Source: an optimization exercise on an open RTL-to-GDS flow (aim: a short achievable clock period and few clock cycles). Production flows keep margins and buffers that such runs may drop. The RTL was checked by simulation tests, not by an equivalence proof against the original design.

==> design/flow/design.v <==
module dcpu16_core (
    input  wire        clk,
    input  wire        rst,
    output reg         mem_req,
    output reg         mem_we,
    output reg  [15:0] mem_addr,
    output reg  [15:0] mem_wdata,
    input  wire        mem_ack,
    input  wire [15:0] mem_rdata,
    output wire        halted
);
    localparam [3:0] OP_EXT = 4'h0, OP_SET = 4'h1, OP_ADD = 4'h2, OP_SUB = 4'h3,
                     OP_MUL = 4'h4, OP_DIV = 4'h5, OP_MOD = 4'h6, OP_SHL = 4'h7,
                     OP_SHR = 4'h8, OP_AND = 4'h9, OP_BOR = 4'hA, OP_XOR = 4'hB,
                     OP_IFE = 4'hC, OP_IFN = 4'hD, OP_IFG = 4'hE, OP_IFB = 4'hF;
    localparam [5:0] EOP_JSR = 6'h01, EOP_INT = 6'h08, EOP_IAG = 6'h09, EOP_IAS = 6'h0A,
                     EOP_HWN = 6'h10, EOP_HWQ = 6'h11, EOP_HWI = 6'h12;
    localparam [5:0] OPC_POP = 6'h18, OPC_PEEK = 6'h19, OPC_PUSH = 6'h1A, OPC_SP = 6'h1B,
                     OPC_PC = 6'h1C, OPC_EX = 6'h1D, OPC_IA = 6'h1E, OPC_NW = 6'h1F;
    localparam [3:0] S_F   = 4'd0,   
                     S_BNW = 4'd1,   
                     S_BRD = 4'd2,   
                     S_ANW = 4'd3,   
                     S_ARD = 4'd4,   
                     S_WR  = 4'd5,   
                     S_X   = 4'd6,   
                     S_J   = 4'd7,   
                     S_I1  = 4'd8,   
                     S_I2  = 4'd9,   
                     S_H   = 4'd10;  
    localparam [2:0] D_NONE = 3'd0, D_REG = 3'd1, D_SP = 3'd2, D_EX = 3'd3,
                     D_IA = 3'd4, D_PC = 3'd5, D_MEM = 3'd6;
    reg [3:0]  st;
    reg        hlt;
    reg [15:0] r [0:7];
    reg [15:0] pc;        
    reg [15:0] sp, ex, ia;
    reg [15:0] ir;        
    reg [15:0] baddr;     
    reg [15:0] aaddr;     
    reg        p_bnw, p_brd, p_anw, p_ard;
    reg        t_exec, t_wr, t_jmp, t_x, t_jsr, t_int;
    reg        x_valid;
    reg [3:0]  x_op;
    reg [2:0]  x_dk;
    reg [2:0]  x_di;
    reg        x_cond;
    reg        x_hwq;
    reg        x_md;
    reg [15:0] vb, va;
    reg [4:0]  md_cnt;
    reg [35:0] md_acc;    
    reg [15:0] md_rem;    
    reg [31:0] md_q;      
    reg [17:0] md_a3;     
    assign halted = hlt;
    wire [16:0] add_s  = {1'b0, vb} + {1'b0, va};
    wire [16:0] sub_d  = {1'b0, vb} - {1'b0, va};
    wire        sh_big = (va[15:5] != 11'd0);
    wire [31:0] shl_p  = sh_big ? 32'd0 : ({16'd0, vb} << va[4:0]);
    wire [31:0] shr_q  = sh_big ? 32'd0 : ({vb, 16'd0} >> va[4:0]);
    reg cond;
    always @(*) begin
        case (x_op)
            OP_IFE:  cond = (vb == va);
            OP_IFN:  cond = (vb != va);
            OP_IFG:  cond = (vb > va);
            default: cond = ((vb & va) != 16'd0);
        endcase
    end
    wire [19:0] mul_pp   = vb * va[3:0];
    wire [35:0] mul_sum  = {md_acc[35:16] + mul_pp, md_acc[15:0]};
    wire [17:0] div_rr   = {md_rem, md_q[31:30]};
    wire [18:0] div_d1   = {1'b0, div_rr} - {3'b000, va};
    wire [18:0] div_d2   = {1'b0, div_rr} - {2'b00, va, 1'b0};
    wire [18:0] div_d3   = {1'b0, div_rr} - {1'b0, md_a3};
    wire [1:0]  div_m    = !div_d3[18] ? 2'd3 : !div_d2[18] ? 2'd2 : !div_d1[18] ? 2'd1 : 2'd0;
    wire [15:0] div_rn   = !div_d3[18] ? div_d3[15:0] : !div_d2[18] ? div_d2[15:0] :
                           !div_d1[18] ? div_d1[15:0] : div_rr[15:0];
    wire        div_zero = (va == 16'd0);
    wire [4:0]  div_last = (x_op == OP_DIV) ? 5'd16 : 5'd8;
    wire        md_done  = (x_op == OP_MUL) ? (md_cnt == 5'd4) :
                           (div_zero || md_cnt == div_last + 5'd1);
    reg [15:0] res;
    reg        exw;
    reg [15:0] exv;
    always @(*) begin
        res = va; exw = 1'b0; exv = 16'h0000;
        case (x_op)
            OP_ADD: begin res = add_s[15:0];  exw = 1'b1; exv = add_s[16] ? 16'h0001 : 16'h0000; end
            OP_SUB: begin res = sub_d[15:0];  exw = 1'b1; exv = sub_d[16] ? 16'hFFFF : 16'h0000; end
            OP_MUL: begin res = md_acc[15:0]; exw = 1'b1; exv = md_acc[31:16]; end
            OP_DIV: begin res = div_zero ? 16'h0000 : md_q[31:16]; exw = 1'b1;
                          exv = div_zero ? 16'h0000 : md_q[15:0]; end
            OP_MOD: res = div_zero ? 16'h0000 : md_rem;
            OP_SHL: begin res = shl_p[15:0];  exw = 1'b1; exv = shl_p[31:16]; end
            OP_SHR: begin res = shr_q[31:16]; exw = 1'b1; exv = shr_q[15:0]; end
            OP_AND: res = vb & va;
            OP_BOR: res = vb | va;
            OP_XOR: res = vb ^ va;
            default: res = va;
        endcase
    end
    wire x_done = !x_md || md_done;
    wire x_com  = x_valid && x_done;           
    wire [15:0] ex_f   = (x_valid && x_dk == D_EX) ? res : (x_valid && exw) ? exv : ex;
    wire        skip_f = x_valid && x_cond && !cond;
    wire [15:0] w     = mem_rdata;
    wire [3:0]  fop   = w[3:0];
    wire [5:0]  fb    = w[9:4];
    wire [5:0]  fa    = w[15:10];
    wire        f_basic = (fop != OP_EXT);
    wire        f_jsr = !f_basic && fb == EOP_JSR;
    wire        f_int = !f_basic && fb == EOP_INT;
    wire        f_iag = !f_basic && fb == EOP_IAG;
    wire        f_ias = !f_basic && fb == EOP_IAS;
    wire        f_hwn = !f_basic && fb == EOP_HWN;
    wire        f_hwq = !f_basic && fb == EOP_HWQ;
    wire        f_hwi = !f_basic && fb == EOP_HWI;
    wire        f_unas = !f_basic && !(f_jsr || f_int || f_iag || f_ias || f_hwn || f_hwq || f_hwi);
    wire        f_has_d = f_basic || f_iag || f_hwn || f_ias;
    wire [5:0]  f_dc    = f_basic ? fb : (f_ias ? OPC_IA : fa);
    wire        f_has_s = !(f_iag || f_hwn);
    wire [5:0]  f_sc    = fa;
    wire d_reg  = f_dc[5:3] == 3'b000;
    wire d_ind  = f_dc[5:3] == 3'b001;
    wire d_idx  = f_dc[5:3] == 3'b010;
    wire d_pop  = f_dc == OPC_POP;
    wire d_peek = f_dc == OPC_PEEK;
    wire d_push = f_dc == OPC_PUSH;
    wire d_sp   = f_dc == OPC_SP;
    wire d_pc   = f_dc == OPC_PC;
    wire d_ex   = f_dc == OPC_EX;
    wire d_ia   = f_dc == OPC_IA;
    wire d_nw   = f_dc == OPC_NW;
    wire d_mem  = d_ind || d_idx || d_pop || d_peek || d_push;
    wire s_reg  = f_sc[5:3] == 3'b000;
    wire s_ind  = f_sc[5:3] == 3'b001;
    wire s_idx  = f_sc[5:3] == 3'b010;
    wire s_pop  = f_sc == OPC_POP;
    wire s_peek = f_sc == OPC_PEEK;
    wire s_push = f_sc == OPC_PUSH;
    wire s_sp   = f_sc == OPC_SP;
    wire s_pc   = f_sc == OPC_PC;
    wire s_ex   = f_sc == OPC_EX;
    wire s_ia   = f_sc == OPC_IA;
    wire s_nw   = f_sc == OPC_NW;
    wire s_mem  = s_ind || s_idx || s_pop || s_peek || s_push;
    wire f_rd_d    = f_basic && (fop != OP_SET);
    wire f_cond    = f_basic && (fop >= OP_IFE);
    wire f_setlike = (f_basic && fop == OP_SET) || f_iag || f_hwn;
    wire f_muldiv  = f_basic && (fop == OP_MUL || fop == OP_DIV || fop == OP_MOD);
    wire f_bnw = f_has_d && (d_idx || d_nw);
    wire f_brd = f_has_d && f_rd_d && d_mem;
    wire f_anw = f_has_s && (s_idx || s_nw);
    wire f_ard = f_has_s && s_mem;
    wire f_more = f_bnw || f_brd || f_anw || f_ard;
    wire f_t_jsr  = f_jsr;
    wire f_t_int  = f_int;
    wire f_t_wr   = f_has_d && !f_cond && d_mem && f_setlike;
    wire f_t_jmp  = f_has_d && d_pc && f_setlike && (f_anw || f_ard);
    wire f_t_x    = f_has_d && !f_cond && !f_t_wr && !f_t_jmp &&
                    (d_mem || d_pc || d_sp || d_ia || f_muldiv);
    wire f_t_exec = (f_has_d && !f_t_wr && !f_t_jmp && !f_t_x) || f_hwq;
    wire [2:0] f_dk = (!f_has_d || f_cond) ? D_NONE :
                      d_reg ? D_REG : d_mem ? D_MEM : d_sp ? D_SP : d_pc ? D_PC :
                      d_ex ? D_EX : d_ia ? D_IA : D_NONE;
    wire f_nb = f_basic && ((fb[5:3] == 3'b010) || fb == OPC_NW);
    wire f_na = (fa[5:3] == 3'b010) || fa == OPC_NW;
    wire [15:0] sp_m2 = sp - 16'd2;
    wire [15:0] sp_m1 = sp - 16'd1;
    wire [15:0] sp_p1 = sp + 16'd1;
    wire [15:0] sp_p2 = sp + 16'd2;
    wire [15:0] pc_p1 = pc + 16'd1;
    wire [15:0] pc_p2 = pc + 16'd2;
    wire [15:0] pc_p3 = pc + 16'd3;
    wire [2:0]  fbi = f_dc[2:0];
    wire [2:0]  fai = f_sc[2:0];
    wire        fwd_b = x_valid && ((x_dk == D_REG && x_di == fbi) || (x_hwq && fbi < 3'd5));
    wire        fwd_a = x_valid && ((x_dk == D_REG && x_di == fai) || (x_hwq && fai < 3'd5));
    wire [15:0] fwd_v = x_hwq ? 16'h0000 : res;
    wire [15:0] rb_f  = fwd_b ? fwd_v : r[fbi];
    wire [15:0] ra_f  = fwd_a ? fwd_v : r[fai];
    wire dpop  = f_has_d && d_pop;
    wire dpush = f_has_d && d_push;
    wire spop  = f_has_s && s_pop;
    wire spush = f_has_s && s_push;
    wire [15:0] f_sp1 = dpop ? sp_p1 : dpush ? sp_m1 : sp;
    wire [15:0] f_sp2 = dpop  ? (spop ? sp_p2 : spush ? sp : sp_p1) :
                        dpush ? (spop ? sp : spush ? sp_m2 : sp_m1) :
                                (spop ? sp_p1 : spush ? sp_m1 : sp);
    wire [15:0] f_spj   = spush ? sp_m2 : spop ? sp : sp_m1;
    wire [15:0] f_baddr = d_ind ? rb_f : d_push ? sp_m1 : sp;
    wire [15:0] f_aaddr = s_ind ? ra_f :
                          spush ? (dpop ? sp : dpush ? sp_m2 : sp_m1) : f_sp1;
    wire [15:0] lit_a   = {11'd0, fa[4:0]};
    wire [15:0] lit_b   = {11'd0, fb[4:0]};
    wire [15:0] f_vb = d_reg ? rb_f : d_sp ? sp : d_pc ? pc_p1 : d_ex ? ex_f :
                       d_ia ? ia : lit_b;
    wire [15:0] f_va = f_iag ? ia : f_hwn ? 16'h0000 :
                       s_reg ? ra_f : s_sp ? f_sp1 : s_pc ? (f_bnw ? pc_p2 : pc_p1) :
                       s_ex ? ex_f : s_ia ? ia : lit_a;
    wire [15:0] nw_base = (st == S_BNW) ? r[(ir[3:0] == OP_EXT) ? ir[12:10] : ir[6:4]] : r[ir[12:10]];
    wire [15:0] nw_addr = nw_base + mem_rdata;
    wire        st_nw   = (st == S_BNW) || (st == S_ANW);
    wire [15:0] l_pc    = st_nw ? pc_p1 : pc;            
    wire        l_brd   = (st == S_BNW) && p_brd;
    wire        l_anw   = ((st == S_BNW) || (st == S_BRD)) && p_anw;
    wire        l_ard   = ((st == S_BNW) || (st == S_BRD) || (st == S_ANW)) && p_ard;
    wire [15:0] l_val   = ((st == S_ANW) || (st == S_ARD)) ? mem_rdata : va;
    wire [15:0] l_baddr = (st == S_BNW) ? nw_addr : baddr;
    wire adv = !mem_req || mem_ack;
    integer i;
    always @(posedge clk) begin
        if (rst) begin
            st       <= S_F;
            hlt      <= 1'b0;
            mem_req  <= 1'b1;
            mem_we   <= 1'b0;
            mem_addr <= 16'h0000;
            pc       <= 16'h0000;
            sp       <= 16'h0000;
            ex       <= 16'h0000;
            ia       <= 16'h0000;
            x_valid  <= 1'b0;
            for (i = 0; i < 8; i = i + 1)
                r[i] <= 16'h0000;
        end else if (adv) begin
            if (x_com) begin
                if (exw)
                    ex <= exv;
                if (x_hwq) begin
                    r[0] <= 16'h0000; r[1] <= 16'h0000; r[2] <= 16'h0000;
                    r[3] <= 16'h0000; r[4] <= 16'h0000;
                end
                case (x_dk)
                    D_REG: r[x_di] <= res;
                    D_SP:  sp <= res;
                    D_EX:  ex <= res;
                    D_IA:  ia <= res;
                    default: ;
                endcase
            end
            if (st == S_X && x_md) begin
                md_cnt <= md_cnt + 5'd1;
                if (x_op == OP_MUL) begin
                    md_acc <= mul_sum >> 4;
                    va     <= {4'd0, va[15:4]};
                end else if (md_cnt == 5'd0) begin
                    md_a3  <= {2'b00, va} + {1'b0, va, 1'b0};
                    md_rem <= 16'h0000;
                    md_q   <= {vb, 16'h0000};
                end else begin
                    md_rem <= div_rn;
                    md_q   <= {md_q[29:0], div_m};
                end
            end
            case (st)
                S_F: begin
                    ir      <= w;
                    x_valid <= 1'b0;
                    if (f_unas) begin
                        hlt     <= 1'b1;
                        st      <= S_H;
                        mem_req <= 1'b0;
                    end else if (skip_f) begin
                        pc       <= f_na ? (f_nb ? pc_p3 : pc_p2) : (f_nb ? pc_p2 : pc_p1);
                        mem_addr <= f_na ? (f_nb ? pc_p3 : pc_p2) : (f_nb ? pc_p2 : pc_p1);
                    end else begin
                        pc      <= pc_p1;
                        sp      <= f_sp2;
                        baddr   <= f_baddr;
                        aaddr   <= f_aaddr;
                        vb      <= f_vb;
                        va      <= f_va;
                        p_bnw   <= f_bnw;
                        p_brd   <= f_brd;
                        p_anw   <= f_anw;
                        p_ard   <= f_ard;
                        t_exec  <= f_t_exec;
                        t_wr    <= f_t_wr;
                        t_jmp   <= f_t_jmp;
                        t_x     <= f_t_x;
                        t_jsr   <= f_t_jsr;
                        t_int   <= f_t_int;
                        x_op    <= f_basic ? fop : OP_SET;
                        x_dk    <= f_dk;
                        x_di    <= f_dc[2:0];
                        x_cond  <= f_cond;
                        x_hwq   <= f_hwq;
                        x_md    <= f_muldiv;
                        md_cnt  <= 5'd0;
                        md_acc  <= 36'd0;
                        if (f_bnw) begin
                            st <= S_BNW; mem_addr <= pc_p1;
                        end else if (f_brd) begin
                            st <= S_BRD; mem_addr <= f_baddr;
                        end else if (f_anw) begin
                            st <= S_ANW; mem_addr <= pc_p1;
                        end else if (f_ard) begin
                            st <= S_ARD; mem_addr <= f_aaddr;
                        end else if (f_t_jsr || (f_t_int && ia != 16'h0000)) begin
                            st        <= f_t_jsr ? S_J : S_I1;
                            mem_we    <= 1'b1;
                            mem_addr  <= f_spj;
                            mem_wdata <= pc_p1;
                            sp        <= f_spj;
                        end else if (f_t_wr) begin
                            st        <= S_WR;
                            mem_we    <= 1'b1;
                            mem_addr  <= f_baddr;
                            mem_wdata <= f_va;
                        end else if (f_t_x) begin
                            st      <= S_X;
                            x_valid <= 1'b1;
                            mem_req <= 1'b0;
                        end else begin
                            x_valid  <= f_t_exec;
                            mem_addr <= pc_p1;
                        end
                    end
                end
                S_BNW, S_BRD, S_ANW, S_ARD: begin
                    pc <= l_pc;
                    if (st == S_BNW)
                        baddr <= nw_addr;
                    if (st == S_BNW || st == S_BRD)
                        vb <= mem_rdata;
                    else
                        va <= mem_rdata;
                    if (l_brd) begin
                        st <= S_BRD; mem_addr <= nw_addr;
                    end else if (l_anw) begin
                        st <= S_ANW; mem_addr <= l_pc;
                    end else if (l_ard) begin
                        st <= S_ARD; mem_addr <= (st == S_ANW) ? nw_addr : aaddr;
                    end else if (t_jsr || (t_int && ia != 16'h0000)) begin
                        st        <= t_jsr ? S_J : S_I1;
                        mem_we    <= 1'b1;
                        mem_addr  <= sp_m1;
                        mem_wdata <= l_pc;
                        sp        <= sp_m1;
                    end else if (t_wr) begin
                        st        <= S_WR;
                        mem_we    <= 1'b1;
                        mem_addr  <= l_baddr;
                        mem_wdata <= l_val;
                    end else if (t_jmp) begin
                        st       <= S_F;
                        pc       <= l_val;
                        mem_addr <= l_val;
                    end else if (t_x) begin
                        st      <= S_X;
                        x_valid <= 1'b1;
                        mem_req <= 1'b0;
                        baddr   <= l_baddr;
                    end else begin
                        st       <= S_F;
                        x_valid  <= t_exec;
                        mem_addr <= l_pc;
                    end
                end
                S_X: begin
                    if (x_done) begin
                        x_valid <= 1'b0;
                        mem_req <= 1'b1;
                        if (x_dk == D_MEM) begin
                            st        <= S_WR;
                            mem_we    <= 1'b1;
                            mem_addr  <= baddr;
                            mem_wdata <= res;
                        end else if (x_dk == D_PC) begin
                            st       <= S_F;
                            pc       <= res;
                            mem_addr <= res;
                        end else begin
                            st       <= S_F;
                            mem_addr <= pc;
                        end
                    end
                end
                S_WR: begin
                    st       <= S_F;
                    mem_we   <= 1'b0;
                    mem_addr <= pc;
                end
                S_J: begin
                    st       <= S_F;
                    mem_we   <= 1'b0;
                    pc       <= va;
                    mem_addr <= va;
                end
                S_I1: begin
                    st        <= S_I2;
                    mem_addr  <= sp_m1;
                    mem_wdata <= r[0];
                    sp        <= sp_m1;
                end
                S_I2: begin
                    st       <= S_F;
                    mem_we   <= 1'b0;
                    r[0]     <= va;
                    pc       <= ia;
                    mem_addr <= ia;
                end
                default: begin
                    st      <= S_H;
                    mem_req <= 1'b0;
                end
            endcase
        end
    end
endmodule
==> design/flow/run.sh <==
#!/bin/bash
# synth_recipe.tcl (not shown) runs the flow's synth.tcl, then flattens the netlist and writes it again
# the make line also repeats each setting of config.mk as NAME=value (left out here)
make -C /OpenROAD-flow-scripts/flow DESIGN_CONFIG=/design/flow/config.mk WORK_HOME=/design/flow/orfs CLKGATE_MAP_FILE= SYNTH_SCRIPT=/design/flow/synth_recipe.tcl finish
==> design/flow/config.mk <==
export PLATFORM = sky130hd
export DESIGN_NAME = dcpu16_core
export DESIGN_NICKNAME = dcpu16_core
export VERILOG_FILES = /design/flow/design.v
export SDC_FILE = /design/flow/constraint.sdc
export NUM_CORES = 4
export LEC_CHECK = 0
export CAP_MARGIN = 30
export CORE_MARGIN = 2
export CORE_UTILIZATION = 30
export SETUP_SLACK_MARGIN = 5
export SLEW_MARGIN = 30
export TNS_END_PERCENT = 100
==> design/flow/constraint.sdc <==
create_clock -name core_clock -period 10.0 [get_ports {clk}]
set_input_delay 2.0000 -clock core_clock [delete_from_list [all_inputs] [get_ports {clk}]]
set_output_delay 2.0000 -clock core_clock [all_outputs]
set_load 0.01 [all_outputs]
==> results.toml <==
[logic_synthesis]
syn_nets = 6081
netlist_instances = 5827
synthArstFlopShare_pct = 0
yosys_register_bits = 438
netlist_area_um2 = 47310
ys_types = 107
synth_flop_cell = "edfxtp_1"
synth-edff-count = 347
ys.warnings.count = 1
ys_seq_area_share_pct = 25.87
synth_area_per_cell_um2 = 8.120

[power_and_ir_drop]
p_leak_nw = 20.74
ir_worst_vdd_mv = 0.2856
power.density_nw_per_um2 = 375.4
total_power_mw = 21.73

[placement]
gp_congestion = 1.101
port_buffers = 53
hpwl_um = 230000
post-place-ws_ns = 2.390

[sta]
worst_slack_ns = 4.801
drv_slew = 0
worst_slew_pin_slew_ns = 1.204
finalWorstPathRequiredPeriod_ns = 5.199
post-route-period-util_pct = 51.99
skew_ns = 0.05412
rsz0062_at_grt = "yes"
hold_violations = 0
holdWs_ns = 0.4833
max_freq_mhz = 192.3
slew_headroom_pct = 19.18
finalSetupTns_ns = 0
setup_violations = 0

[final_layout]
final_cell_mix = "nor2_1, nand2_1, a21oi_1"
syn_to_final_growth_pct = 22.36
mostFrequentLayoutCell = "nor2_1"
drive_above_1_share_pct = 20.80
final_util_pct = 37.02
nets = 6178

[worst_setup_path]
r2r-start = "x_op[1]$_SDFFCE_PN0P_"
cp-end-kind = "flip-flop"
critPathMostFrequentCell = "buf_4"
cp.required_ns = 10.59
crit_type = "flip-flop to flip-flop"
cp_slowest_cell = "or4b_2"
critPathMaxFanout = 49
start_kind = "flip-flop"
critical_path.max_stage_delay_ns = 0.98
worst-r2r-cell-count = 11
path_cells = "buf_4, or4b_2, nor2_1, o211ai_1, a311oi_2, nor3_4, buf_4, o22ai_1, and2_1, a2bb2oi_1, a221o_1"
r2r-end = "va[5]$_DFFE_PP_"
arrival_ns = 5.79
r2r_slack_ns = 4.80

[clock_network]
h-tree-depth = 2
numCtsBuffers = 58
insertion_delay_ns = 0.73
clkTransAtPathRegs_ns = 0.07
cts_tree = "built"
root_buffer = "clkbuf_16"
cts_buffer_depth = 3
clock_sinks = 438

[drt]
ant_nets = 0
drt-vias-per-instance = 6.919
drt_pass1_iterations = 13
routed_wl_um = 318900
wl_per_cell_um = 39.68
route.detailed.drc = 0
drtIter0Drc = 9613
dr_total_vias = 55609

[global_routing]
grt_pass1_vias = 50041
grt_start_max_net_pins = 55
antenna_found_initial = 36
grt_pass1_wl_um = 427100
track_usage_pct = 37.55
global_route.overflow_total = 0

[die]
rows = 145
die_h_um = 401.1
initial_core_util_pct = 30.25
io-pin-count = 54
die_x_um = 401.1
dieArea_um2 = 160900
coreArea_um2 = 156400

[worst_hold_path]
hold_depth = 2
min-delay-start = "mem_addr[4]$_SDFFE_PP0P_"
min_to = "mem_addr[4]$_SDFFE_PP0P_"
hold_class = "flip-flop to flip-flop"

[outcome]
run_status = "finished clean"

[flow_run]
maxCapViolCount = 0
[flip-flops by register name, summed over array words and instances, names as in the netlist, 3 cells and up, named ones only]
register   flops
md_cnt         5
st             4
mem_wdata     16
md_q          32
x_di           3
md_acc        36
md_a3         18
va            16
mem_addr      16
pc            16
ia            16
x_op           4
md_rem        16
x_dk           3
baddr         16
sp            16
r            128
ir            10
vb            16
ex            16
aaddr         16
[report_power, final]
group          switching, mW  total, mW  internal [mW]
logic                   11.3       16.5           5.20
clock network          0.986       2.34           1.35
registers              0.454       2.92           2.46
[worst max path at each step]
stage,startpoint,end,slack (ns),cells past startpoint
4_1_cts,mem_rdata[2],mem_addr[10]$_SDFFE_PP0P_,4.91,14
5_1_grt,mem_rdata[5],mem_addr[10]$_SDFFE_PP0P_,4.94,14
3_5_place_dp,mem_rdata[7],mem_wdata[3]$_DFFE_PP_,2.39,10
3_3_place_gp,mem_rdata[7],mem_wdata[3]$_DFFE_PP_,2.42,10
6_report,x_op[1]$_SDFFCE_PN0P_,va[5]$_DFFE_PP_,4.80,11
2_1_floorplan,mem_ack,r[2][0]$_SDFFCE_PN0P_,4.90,9
[cell type report]
cell class	count	area, um^2
Fill cell	16010	98490
Multi-Input combinational cell	4700	35280
Sequential cell	438	12240
Timing Repair Buffer	529	4960
Tap cell	2058	2575
Clock buffer	73	1548
Inverter	194	788.3
Clock inverter	35	464.2
Timing Repair inverter	3	20.02
Antenna cell	7	17.52
[stage by stage]
stage	area [um^2]	instances
4_1_cts	55870	7925
3_5_place_dp	51280	7708
2_1_floorplan	47610	5827
6_report	57900	8037
3_3_place_gp	51050	7706
5_1_grt	57880	8031
[synth_stat cells (20+ instances only)]
cell type,n,area (um^2)
nand2_1,583,2188
buf_2,44,220.2
mux2i_1,119,1191
mux2_2,52,585.6
a22oi_1,98,735.7
o2111ai_1,26,227.7
o21a_1,35,262.8
a32oi_1,20,175.2
a311oi_1,23,201.4
xnor2_1,159,1393
a21oi_1,473,2367
nand3_1,154,770.7
dfxtp_1,91,1822
o31ai_1,42,315.3
inv_1,187,701.9
or2_2,31,193.9
a221o_1,26,260.3
fa_1,52,1041
a22o_1,30,262.8
clkbuf_1,396,1486
nand2b_1,58,362.9
a2111oi_0,20,175.2
xor2_1,62,543.0
nor2_1,621,2331
o221ai_1,56,490.5
nand4_1,38,237.7
a221oi_1,71,621.9
and2_1,33,206.5
a211o_1,20,175.2
ha_1,183,2290
and3_1,55,344.1
o211ai_1,60,450.4
edfxtp_1,347,10420
a21o_1,47,352.8
or3_1,50,312.8
buf_1,55,206.5
nor4_1,40,250.2
o21ai_0,369,1847
a211oi_1,117,878.3
o22ai_1,89,556.8
nor3_1,163,815.8
nor2b_1,74,462.9
a31oi_1,69,431.7
mux4_2,130,2928
[worst max-delay path: cells and delay by family (launching register included)]
kind            cells  cell delay (ns)
simple gates        4             1.68
compound gates      5             2.23
buf+inv             2             0.67
flops               1             0.40
[per-layer routing]
layer | vias to the layer above | routed length [um] | share of wire (%) | GRT usage (%)
met5 | - | 626 | 0.20 | 0
met2 | 4855 | 121200 | 38 | 50.38
met4 | 48 | 23660 | 7.4 | 21.07
met1 | 27293 | 122100 | 38 | 49.31
met3 | 1106 | 51280 | 16 | 16.83
li1 | 22307 | - | - | -
[timing repair]
action,in CTS,in global routing
hold buffers,0,0
setup endpoints to repair,509,166
pin swaps,57,79
gates cloned,13,11
endpoints found under the hold margin,0,0
resized for setup,343,201
setup buffers,96,92
[cell families (layout without fill, tap and decap cells)]
kind of cell / Yosys count / count (layout) / synth area share, %
compound gates: 1927 / 1931 / 27.47
xor+xnor: 221 / 221 / 4.091
fa+ha+maj: 235 / 235 / 7.040
buf+inv: 696 / 834 / 5.709
flops: 438 / 438 / 25.87
mux: 301 / 301 / 9.943
other cells: 0 / 7 / 0
simple gates: 2009 / 2012 / 19.88
Testbench counts, summed over its fixed seeds: cycles 50,562.

separate check: timing with driven ports:
In the flow no input, the clock included, has a driving cell. The finished layout below was timed again as built, in two steps. Step 1: set_driving_cell puts a clkbuf_16 on clk and a buf_2 on each other input, an assumption about the parent block. Step 2 adds t to the input delays and takes it off the output delays; t is the mean of the earliest and latest rising clock arrival at the registers after step 1. Input paths then give back, and output paths get back, about the clock's delay inside the block. Three values: no drivers, after step 1, after step 2; two values: the first two.
t (ns): 0.788
slack for setup (ns): 4.801 / 4.801 / 4.113
latest minus earliest clock arrival (ns): 0.055 / 0.055
After both steps setup and hold are still met in this run. The setup slack of this run moves by 0.000 ns with the drivers and by -0.688 ns with both steps.
